This is an optimization exercise on Yosys and OpenROAD, whose aim is small area, a short achievable clock period and few clock cycles per item, not a production implementation. The RTL was checked by simulation tests, not by an equivalence proof against the original design. No activity file was given, so power comes from the tool's default toggle rates.

==> run a: inputs <==
==> flow/design.v (excerpt) <==
module tsac (
    input  wire        clk,
    input  wire        rst,              
    input  wire [63:0] ram_size_pages,   
    input  wire        cmd_valid,
    output wire        cmd_ready,
    input  wire [79:0] cmd_word,         
    input  wire [31:0] cmd_xfer,         
    input  wire [1:0]  cmd_iofail,       
    output reg         resp_valid,
    input  wire        resp_ready,
    output wire [2:0]  resp_status,
    output wire [63:0] resp_payload
);
Settings: LEC_CHECK=0, CAP_MARGIN=20, CORE_MARGIN=2, CORE_UTILIZATION=70, SLEW_MARGIN=20; clock period 11.0 ns.
standard.sh (not shown) runs the stock make flow with config.mk's settings and CLKGATE_MAP_FILE= SYNTH_SCRIPT=/design/flow/synth_recipe.tcl, a recipe that flattens the netlist after the stock synthesis.
==> flow/flow/run.sh <==
#!/bin/bash
# Standard ORFS layout with these changes to how it is made:
# - the port buffers that ORFS inserts on every input and output are buf_1
#   cells instead of the default pick;
# - clock tree synthesis inserts no dummy loads.
# Same clock, constraints and steps otherwise.
set -o pipefail
bash standard.sh SETUP_SLACK_MARGIN=6.45 \
    "BUFFER_PORTS_ARGS=-buffer_cell sky130_fd_sc_hd__buf_1" \
    "CTS_ARGS=-sink_clustering_enable -repair_clock_nets -dont_use_dummy_load" \
    finish > standard_flow.log 2>&1
==> run b (differences from run a) <==
--- a/flow/design.v
+++ b/flow/design.v
@@ -365,2 +365,17 @@
 endmodule
+module tsac_inc #(parameter W = 48) (
+    input  wire [W-1:0] a,
+    output wire [W-1:0] y
+);
+    reg [W-1:0] p;        
+    integer l, i;
+    always @* begin
+        p = a;
+        for (l = 0; (1 << l) < W; l = l + 1)
+            for (i = 0; i < W; i = i + 1)
+                if (((i >> l) & 1) == 1)
+                    p[i] = p[i] & p[((i >> l) << l) - 1];
+    end
+    assign y = a ^ {p[W-2:0], 1'b1};
+endmodule
 module tsac_cmp #(parameter W = 64) (
--- a/flow/flow/run.sh
+++ b/flow/flow/run.sh
@@ -7,3 +7,3 @@
 set -o pipefail
-bash standard.sh SETUP_SLACK_MARGIN=6.45 \
+bash standard.sh SETUP_SLACK_MARGIN=6.6 \
     "BUFFER_PORTS_ARGS=-buffer_cell sky130_fd_sc_hd__buf_1" \
==> comparison <==
Run a passed the timing, design-rule and antenna checks. Run b produced a clean layout.
Of run a and run b, run b has the higher non-clock buffer count (gap 47).
Cell area: run b is higher than run a (about 3%).
Sequential power is about the same in run a and run b.
Against run b, the first-iteration DRC count of run a is lower by about 23%.
Synthesized area is the same in run a and run b.
In synthesized cell count, run a and run b do not differ.
Of run a and run b, run b has the higher global-route usage (gap 1.6 points).
==> figures <==
GP Congestion: run b 1.071; run a 1.034
Global-route wire length before repair: run b 114400 um; run a 111200 um
WP depth: run b 2; run a 5
Routed length on met2: run b 35040 um; run a 32850 um
Data arrival time at the worst-slack endpoint: run b 2.40 ns; run a 2.43 ns
Clk network pwr share: run b 0.368; run a 0.365
Result of the run: run b no timing/DRC/antenna violations; run a no timing/DRC/antenna violations
Cell Count, Final, Fillers Out: run b 3207; run a 3158
Met1 wire length: run b 26810 um; run a 26050 um
Number of buffers added for setup after CTS: run b 32; run a 10
Clock Power: run b 1040 uW; run a 1000 uW
Worst vdd ir: run b 0.1363 mV; run a 0.1330 mV
DR pass1 iterations: run b 17; run a 11
Average routed wire per standard cell: run b 24.91 um; run a 23.59 um
Layout Cell Area excl Fill: run b 25360 um^2; run a 24640 um^2
Testbench counts of run a, summed over its fixed seeds: cycles 48,016, items 48,000.
Testbench counts of run b, summed over its fixed seeds: cycles 48,016, items 48,000.

* * *

==> inputs of wip/violet <==
Another version of the RTL of tsac (not shown whole).
==> flow/config.mk <==
export PLATFORM = sky130hd
export DESIGN_NAME = tsac
export DESIGN_NICKNAME = tsac
export VERILOG_FILES = /design/flow/design.v
export SDC_FILE = /design/flow/constraint.sdc
export NUM_CORES = 4
export LEC_CHECK = 0
export CAP_MARGIN = 20
export CORE_MARGIN = 2
export CORE_UTILIZATION = 70
export SLEW_MARGIN = 20
==> flow/constraint.sdc <==
create_clock -name core_clock -period 11.0 [get_ports {clk}]
set_input_delay 2.2000 -clock core_clock [delete_from_list [all_inputs] [get_ports {clk}]]
set_output_delay 2.2000 -clock core_clock [all_outputs]
set_load 0.01 [all_outputs]
==> flow/flow/run.sh <==
#!/bin/bash
# Standard ORFS layout with these changes to how it is made:
# - the port buffers that ORFS inserts on every input and output are buf_1
#   cells instead of the default pick;
# - clock tree synthesis inserts no dummy loads.
# Same clock, constraints and steps otherwise.
set -o pipefail
bash standard.sh SETUP_SLACK_MARGIN=6.6 \
    "BUFFER_PORTS_ARGS=-buffer_cell sky130_fd_sc_hd__buf_1" \
    "CTS_ARGS=-sink_clustering_enable -repair_clock_nets -dont_use_dummy_load" \
    finish > standard_flow.log 2>&1
==> wip/garnet (differences from wip/violet) <==
Settings changed: CORE_UTILIZATION 70 to 40.
==> wip/pepper (differences from wip/violet) <==
--- a/flow/design.v
+++ b/flow/design.v
@@ -4,17 +4,17 @@
     input  wire [63:0] ram_size_pages,   
     input  wire        cmd_valid,
     output wire        cmd_ready,
     input  wire [79:0] cmd_word,         
     input  wire [31:0] cmd_xfer,         
     input  wire [1:0]  cmd_iofail,       
     output reg         resp_valid,
     input  wire        resp_ready,
-    output wire [2:0]  resp_status,
+    output reg  [2:0]  resp_status,
     output wire [63:0] resp_payload
 );
     localparam [2:0] ST_OK      = 3'd0,
                      ST_INVARG  = 3'd1,
                      ST_FATAL   = 3'd2,
                      ST_FIFO    = 3'd3,
                      ST_FULL    = 3'd4,
                      ST_IOERR   = 3'd5,
@@ -159,17 +159,17 @@
             dec_d = {32'h0000_0003, 32'h0000_0000};
         end
     end
     reg        ir_v;
     reg        ir_rdc, ir_get, ir_set, ir_arm, ir_start, ir_stop, ir_poll, ir_adv, ir_f;
     reg [2:0]  ir_st;
     reg [63:0] ir_d;
     wire go = !resp_valid || resp_ready;
-    assign cmd_ready = resp_ready;
+    assign cmd_ready = !ir_v || go;
     reg [47:0] hcnt;         
     reg        hnz;          
     reg [15:0] head_lo;      
     reg [63:0] avail;        
     reg [31:0] ctrl;
     reg        armed;        
     reg        running;      
     wire exec = ir_v && go;
@@ -183,50 +183,47 @@
     wire [15:0] nh  = ~head_lo;
     wire [15:0] x1  = avail[15:0] ^ pm ^ nh;
     wire [15:0] y1  = (avail[15:0] & pm) | (avail[15:0] & nh) | (pm & nh);
     wire [16:0] us;
     wire        uco;
     tsac_add #(17) u_u (.a({1'b0, x1}), .b({y1, 1'b1}), .ci(1'b0), .s(us), .co(uco));
     wire [17:0] u  = {uco, us};
     wire        cy = wrap ? u[16] : u[17];
-    wire [47:0] avail_hi_inc;            
+    wire [47:0] avail_hi_inc;
+    tsac_inc #(48) u_inc (.a(avail[63:16]), .y(avail_hi_inc));
     wire [63:0] avail_p = {cy ? avail_hi_inc : avail[63:16], u[15:0]};
     wire [47:0] ram_hi = ram_size_pages[63:16];
     wire        gt0, eq0, eq1, lo_ge;
     tsac_cmp #(48) u_cmp0 (.a(avail[63:16]), .b(ram_hi), .gt(gt0), .eq(eq0));
-    tsac_eq1 #(48) u_eq1 (.a(avail[63:16]), .b(ram_hi), .y(eq1));
+    assign eq1 = (avail_hi_inc == ram_hi);
     tsac_ge #(16) u_lo (.a(u[15:0]), .b(ram_size_pages[15:0]), .y(lo_ge));
     wire        full = gt0 || (eq0 && (cy || lo_ge)) || (cy && eq1 && lo_ge);
-    wire [63:0] sub_b = {ir_d[63:16] | {48{ir_poll}}, ir_d[15:0] & {16{!ir_poll}}};
     wire [63:0] avail_a;
     wire        adv_ok;
-    tsac_add #(64) u_adv (.a(avail), .b(~sub_b), .ci(1'b1), .s(avail_a), .co(adv_ok));
-    assign avail_hi_inc = avail_a[63:16];
+    tsac_add #(64) u_adv (.a(avail), .b(~ir_d), .ci(1'b1), .s(avail_a), .co(adv_ok));
     wire [31:0] ctrl_set = (ctrl & ~ir_d[63:32]) | ir_d[31:0];
-    reg        resp_full;
-    wire       running_eff = running && !resp_full;
-    reg [2:0] st;            
+    reg [2:0] st;
     reg       ctrl_we, adv_we, poll_we, cur_clr, poll_ok;
     reg       armed_we, armed_n, run_we, run_n;
     always @* begin
         st = ST_OK;
         ctrl_we = 1'b0;
         adv_we = 1'b0;
         poll_we = 1'b0;
         poll_ok = 1'b0;
         cur_clr = 1'b0;
         armed_we = 1'b0; armed_n = 1'b0;
         run_we = 1'b0;   run_n = 1'b0;
         if (ir_set) ctrl_we = 1'b1;
         else if (ir_adv) begin
             if (!adv_ok) st = ST_INVARG;
             else adv_we = 1'b1;
         end else if (ir_arm) begin
-            if (running_eff) st = ST_REFUSED;
+            if (running) st = ST_REFUSED;
             else if (ir_f) begin
                 st = ST_IOERR;
                 armed_we = 1'b1;
             end else begin
                 ctrl_we = 1'b1;
                 cur_clr = 1'b1;
                 armed_we = 1'b1; armed_n = 1'b1;
             end
@@ -236,64 +233,62 @@
                 armed_we = 1'b1;
                 if (ir_f) st = ST_IOERR;
                 else begin
                     ctrl_we = 1'b1;
                     run_we = 1'b1; run_n = 1'b1;
                 end
             end
         end else if (ir_poll) begin
-            if (!running_eff) st = ST_REFUSED;
+            if (!running) st = ST_REFUSED;
             else if (ir_f) begin
                 st = ST_IOERR;
                 run_we = 1'b1;
             end else if (head_ovf) st = ST_REFUSED;
             else begin
                 poll_we = 1'b1;
                 if (ir_d[31]) begin
                     st = ST_FATAL;
                     run_we = 1'b1;
                 end else if (ir_d[30]) begin
                     st = ST_FIFO;
                     run_we = 1'b1;
+                end else if (full) begin
+                    st = ST_FULL;
+                    run_we = 1'b1;
                 end else poll_ok = 1'b1;
             end
         end else if (ir_stop) begin
             armed_we = 1'b1;
             run_we = 1'b1;
             if (ir_f) st = ST_IOERR;
             else ctrl_we = 1'b1;
         end else if (ir_none) st = ir_st;
     end
     wire [1:0]  get_bits = {ir_d[32] & ctrl[5], |(ctrl & ir_d[31:0])};
     wire [63:0] pl = ({64{ir_none}} & ir_d) |
                      ({64{ir_rdc}}  & {32'd0, ctrl}) |
                      ({64{ir_get}}  & {62'd0, get_bits}) |
                      ({64{poll_we}} & avail_p);
     reg  [63:0] resp_pl;
     reg         resp_zero;
-    reg  [2:0]  resp_st;
-    assign resp_payload = resp_pl & {64{!(resp_zero || resp_full)}};
-    assign resp_status  = {resp_st[2] | resp_full, resp_st[1:0]};    
+    assign resp_payload = resp_pl & {64{!resp_zero}};
     always @(posedge clk) begin
         if (rst) begin
             ir_v    <= 1'b0;
             hcnt    <= 48'd0;
             hnz     <= 1'b0;
             head_lo <= 16'd0;
             avail   <= 64'd0;
             ctrl    <= 32'd0;
             armed   <= 1'b0;
             running <= 1'b0;
             resp_valid <= 1'b0;
-            resp_full  <= 1'b0;
         end else begin
-            if (!cmd_ready) begin
-                if (exec) ir_v <= 1'b0;
-            end else begin
+            if (cmd_ready) begin
                 ir_v     <= cmd_valid;
                 ir_rdc   <= k_rdc;
                 ir_get   <= k_get;
                 ir_set   <= k_set;
                 ir_arm   <= k_arm;
                 ir_start <= k_start;
                 ir_stop  <= k_stop;
                 ir_poll  <= k_poll;
@@ -315,20 +310,19 @@
                     end
                     head_lo <= pm;
                     avail   <= avail_p;
                 end else if (adv_we) begin
                     avail   <= avail_a;
                 end
                 if (ctrl_we) ctrl <= ctrl_set;
                 if (armed_we) armed <= armed_n;
-                running      <= run_we ? run_n : running_eff;
+                if (run_we) running <= run_n;
                 resp_valid   <= 1'b1;
-                resp_st      <= st;
-                resp_full    <= poll_ok && full;
+                resp_status  <= st;
                 resp_pl      <= pl;
                 resp_zero    <= poll_we && !poll_ok;
             end else if (resp_ready) begin
                 resp_valid <= 1'b0;
             end
         end
     end
 endmodule
@@ -388,37 +382,16 @@
                 if ((i % (2 << l)) == 0 && i + (1 << l) < W) begin
                     g[i] = g[i + (1 << l)] | (e[i + (1 << l)] & g[i]);
                     e[i] = e[i + (1 << l)] & e[i];
                 end
     end
     assign gt = g[0];
     assign eq = e[0];
 endmodule
-module tsac_eq1 #(parameter W = 48) (
-    input  wire [W-1:0] a,
-    input  wire [W-1:0] b,
-    output wire         y
-);
-    reg [W-1:0] e, t, p;   
-    integer l, i;
-    always @* begin
-        e = ~(a ^ b);
-        t = a & ~b;
-        p = ~a & b;
-        for (l = 0; (1 << l) < W; l = l + 1)
-            for (i = 0; i < W; i = i + 1)
-                if ((i % (2 << l)) == 0 && i + (1 << l) < W) begin
-                    p[i] = (e[i + (1 << l)] & p[i]) | (p[i + (1 << l)] & t[i]);
-                    e[i] = e[i + (1 << l)] & e[i];
-                    t[i] = t[i + (1 << l)] & t[i];
-                end
-    end
-    assign y = p[0];
-endmodule
 module tsac_ge #(parameter W = 64) (
     input  wire [W-1:0] a,
     input  wire [W-1:0] b,
     output wire         y
 );
     wire gt, eq;
     tsac_cmp #(W) u_cmp (.a(a), .b(b), .gt(gt), .eq(eq));
     assign y = gt | eq;
==> flow/flow/run.sh (replaced) <==
#!/bin/bash
set -o pipefail
bash standard.sh SETUP_SLACK_MARGIN=6 finish > standard_flow.log 2>&1
Settings changed: CORE_UTILIZATION 70 to 40.
==> wip/indigo (differences from wip/violet) <==
--- a/flow/design.v
+++ b/flow/design.v
@@ -4,17 +4,17 @@
     input  wire [63:0] ram_size_pages,   
     input  wire        cmd_valid,
     output wire        cmd_ready,
     input  wire [79:0] cmd_word,         
     input  wire [31:0] cmd_xfer,         
     input  wire [1:0]  cmd_iofail,       
     output reg         resp_valid,
     input  wire        resp_ready,
-    output wire [2:0]  resp_status,
+    output reg  [2:0]  resp_status,
     output wire [63:0] resp_payload
 );
     localparam [2:0] ST_OK      = 3'd0,
                      ST_INVARG  = 3'd1,
                      ST_FATAL   = 3'd2,
                      ST_FIFO    = 3'd3,
                      ST_FULL    = 3'd4,
                      ST_IOERR   = 3'd5,
@@ -159,17 +159,17 @@
             dec_d = {32'h0000_0003, 32'h0000_0000};
         end
     end
     reg        ir_v;
     reg        ir_rdc, ir_get, ir_set, ir_arm, ir_start, ir_stop, ir_poll, ir_adv, ir_f;
     reg [2:0]  ir_st;
     reg [63:0] ir_d;
     wire go = !resp_valid || resp_ready;
-    assign cmd_ready = resp_ready;
+    assign cmd_ready = !ir_v || go;
     reg [47:0] hcnt;         
     reg        hnz;          
     reg [15:0] head_lo;      
     reg [63:0] avail;        
     reg [31:0] ctrl;
     reg        armed;        
     reg        running;      
     wire exec = ir_v && go;
@@ -197,36 +197,34 @@
     tsac_ge #(16) u_lo (.a(u[15:0]), .b(ram_size_pages[15:0]), .y(lo_ge));
     wire        full = gt0 || (eq0 && (cy || lo_ge)) || (cy && eq1 && lo_ge);
     wire [63:0] sub_b = {ir_d[63:16] | {48{ir_poll}}, ir_d[15:0] & {16{!ir_poll}}};
     wire [63:0] avail_a;
     wire        adv_ok;
     tsac_add #(64) u_adv (.a(avail), .b(~sub_b), .ci(1'b1), .s(avail_a), .co(adv_ok));
     assign avail_hi_inc = avail_a[63:16];
     wire [31:0] ctrl_set = (ctrl & ~ir_d[63:32]) | ir_d[31:0];
-    reg        resp_full;
-    wire       running_eff = running && !resp_full;
-    reg [2:0] st;            
+    reg [2:0] st;
     reg       ctrl_we, adv_we, poll_we, cur_clr, poll_ok;
     reg       armed_we, armed_n, run_we, run_n;
     always @* begin
         st = ST_OK;
         ctrl_we = 1'b0;
         adv_we = 1'b0;
         poll_we = 1'b0;
         poll_ok = 1'b0;
         cur_clr = 1'b0;
         armed_we = 1'b0; armed_n = 1'b0;
         run_we = 1'b0;   run_n = 1'b0;
         if (ir_set) ctrl_we = 1'b1;
         else if (ir_adv) begin
             if (!adv_ok) st = ST_INVARG;
             else adv_we = 1'b1;
         end else if (ir_arm) begin
-            if (running_eff) st = ST_REFUSED;
+            if (running) st = ST_REFUSED;
             else if (ir_f) begin
                 st = ST_IOERR;
                 armed_we = 1'b1;
             end else begin
                 ctrl_we = 1'b1;
                 cur_clr = 1'b1;
                 armed_we = 1'b1; armed_n = 1'b1;
             end
@@ -236,64 +234,62 @@
                 armed_we = 1'b1;
                 if (ir_f) st = ST_IOERR;
                 else begin
                     ctrl_we = 1'b1;
                     run_we = 1'b1; run_n = 1'b1;
                 end
             end
         end else if (ir_poll) begin
-            if (!running_eff) st = ST_REFUSED;
+            if (!running) st = ST_REFUSED;
             else if (ir_f) begin
                 st = ST_IOERR;
                 run_we = 1'b1;
             end else if (head_ovf) st = ST_REFUSED;
             else begin
                 poll_we = 1'b1;
                 if (ir_d[31]) begin
                     st = ST_FATAL;
                     run_we = 1'b1;
                 end else if (ir_d[30]) begin
                     st = ST_FIFO;
                     run_we = 1'b1;
+                end else if (full) begin
+                    st = ST_FULL;
+                    run_we = 1'b1;
                 end else poll_ok = 1'b1;
             end
         end else if (ir_stop) begin
             armed_we = 1'b1;
             run_we = 1'b1;
             if (ir_f) st = ST_IOERR;
             else ctrl_we = 1'b1;
         end else if (ir_none) st = ir_st;
     end
     wire [1:0]  get_bits = {ir_d[32] & ctrl[5], |(ctrl & ir_d[31:0])};
     wire [63:0] pl = ({64{ir_none}} & ir_d) |
                      ({64{ir_rdc}}  & {32'd0, ctrl}) |
                      ({64{ir_get}}  & {62'd0, get_bits}) |
                      ({64{poll_we}} & avail_p);
     reg  [63:0] resp_pl;
     reg         resp_zero;
-    reg  [2:0]  resp_st;
-    assign resp_payload = resp_pl & {64{!(resp_zero || resp_full)}};
-    assign resp_status  = {resp_st[2] | resp_full, resp_st[1:0]};    
+    assign resp_payload = resp_pl & {64{!resp_zero}};
     always @(posedge clk) begin
         if (rst) begin
             ir_v    <= 1'b0;
             hcnt    <= 48'd0;
             hnz     <= 1'b0;
             head_lo <= 16'd0;
             avail   <= 64'd0;
             ctrl    <= 32'd0;
             armed   <= 1'b0;
             running <= 1'b0;
             resp_valid <= 1'b0;
-            resp_full  <= 1'b0;
         end else begin
-            if (!cmd_ready) begin
-                if (exec) ir_v <= 1'b0;
-            end else begin
+            if (cmd_ready) begin
                 ir_v     <= cmd_valid;
                 ir_rdc   <= k_rdc;
                 ir_get   <= k_get;
                 ir_set   <= k_set;
                 ir_arm   <= k_arm;
                 ir_start <= k_start;
                 ir_stop  <= k_stop;
                 ir_poll  <= k_poll;
@@ -315,20 +311,19 @@
                     end
                     head_lo <= pm;
                     avail   <= avail_p;
                 end else if (adv_we) begin
                     avail   <= avail_a;
                 end
                 if (ctrl_we) ctrl <= ctrl_set;
                 if (armed_we) armed <= armed_n;
-                running      <= run_we ? run_n : running_eff;
+                if (run_we) running <= run_n;
                 resp_valid   <= 1'b1;
-                resp_st      <= st;
-                resp_full    <= poll_ok && full;
+                resp_status  <= st;
                 resp_pl      <= pl;
                 resp_zero    <= poll_we && !poll_ok;
             end else if (resp_ready) begin
                 resp_valid <= 1'b0;
             end
         end
     end
 endmodule
==> flow/flow/run.sh (replaced) <==
#!/bin/bash
set -o pipefail
bash standard.sh SETUP_SLACK_MARGIN=6.5 "BUFFER_PORTS_ARGS=-buffer_cell sky130_fd_sc_hd__buf_1" finish > standard_flow.log 2>&1
Settings changed: CORE_UTILIZATION 70 to 40.
==> notes <==
Flip-flop and latch count is the same in wip/pepper and wip/indigo.
The lowest wire length belongs to wip/violet, the highest to wip/pepper.
wip/violet went through all stages and came out clean. wip/garnet ran to the end with no violations. wip/pepper went through all stages and came out clean. wip/indigo ran to the end with no violations.
Between wip/indigo and wip/pepper, the lower utilization is in wip/pepper (gap 0.59 points).
Between wip/pepper and wip/garnet, the lower register-to-register slack is in wip/pepper (gap 0.56 ns).
Between wip/garnet and wip/pepper, the lower combinational power is in wip/garnet (gap about 11%, measured against wip/pepper).
Synthesized cell count: wip/indigo is lower than wip/violet (about 1.2%).
Fmax: wip/violet > wip/garnet > wip/indigo > wip/pepper.
The lowest worst setup slack belongs to wip/pepper, the highest to wip/violet.
In wip/garnet the hold slack is better than in wip/pepper, by 0.0032 ns.
Testbench counts of wip/violet, summed over its fixed seeds: cycles 48,016, items 48,000.
Testbench counts of wip/garnet, summed over its fixed seeds: cycles 48,016, items 48,000.
Testbench counts of wip/pepper, summed over its fixed seeds: cycles 48,016, items 48,000.
Testbench counts of wip/indigo, summed over its fixed seeds: cycles 48,016, items 48,000.

==> port drivers added, routing unchanged <==
Ports are ideal in the flow. The routed layouts listed here were re-timed in OpenROAD.
Step 1, drivers: a clkbuf_16 drives clk and a buf_2 each remaining input, both assumed.
Step 2 times the ports against the registers' clock, not the clock port: input delays grow and output delays shrink by t, the midpoint of the rising clock arrivals with the driver on.
a / b / c = no drivers / after step 1 / after step 2; a / b = the first two.
| run | t, ns | setup slack, ns | hold WS [ns] | worst register clock-pin slew, ns | cell pins on the clock port's net |
|---|---|---|---|---|---|
| run a | 0.562 | 6.374 / 6.318 / 5.942 | 0.455 / 0.455 / 0.455 | 0.07 / 0.07 | 1 |
| run b | 0.579 | 6.395 / 6.347 / 5.998 | 0.445 / 0.445 / 0.445 | 0.07 / 0.07 | 1 |
| wip/violet | 0.561 | 6.397 / 6.353 / 6.054 | 0.472 / 0.472 / 0.472 | 0.06 / 0.06 | 1 |
| wip/garnet | 0.591 | 6.380 / 6.333 / 6.064 | 0.454 / 0.454 / 0.454 | 0.06 / 0.06 | 1 |
| wip/pepper | 0.612 | 5.865 / 5.896 / 5.284 | 0.451 / 0.451 / 0.451 | 0.06 / 0.06 | 1 |
| wip/indigo | 0.605 | 6.109 / 6.109 / 5.559 | 0.468 / 0.468 / 0.468 | 0.07 / 0.07 | 1 |
After both steps every run listed still meets setup and hold. The setup slack of wip/pepper, which loses most, moves by +0.031 ns with the drivers and by -0.581 ns with both steps.
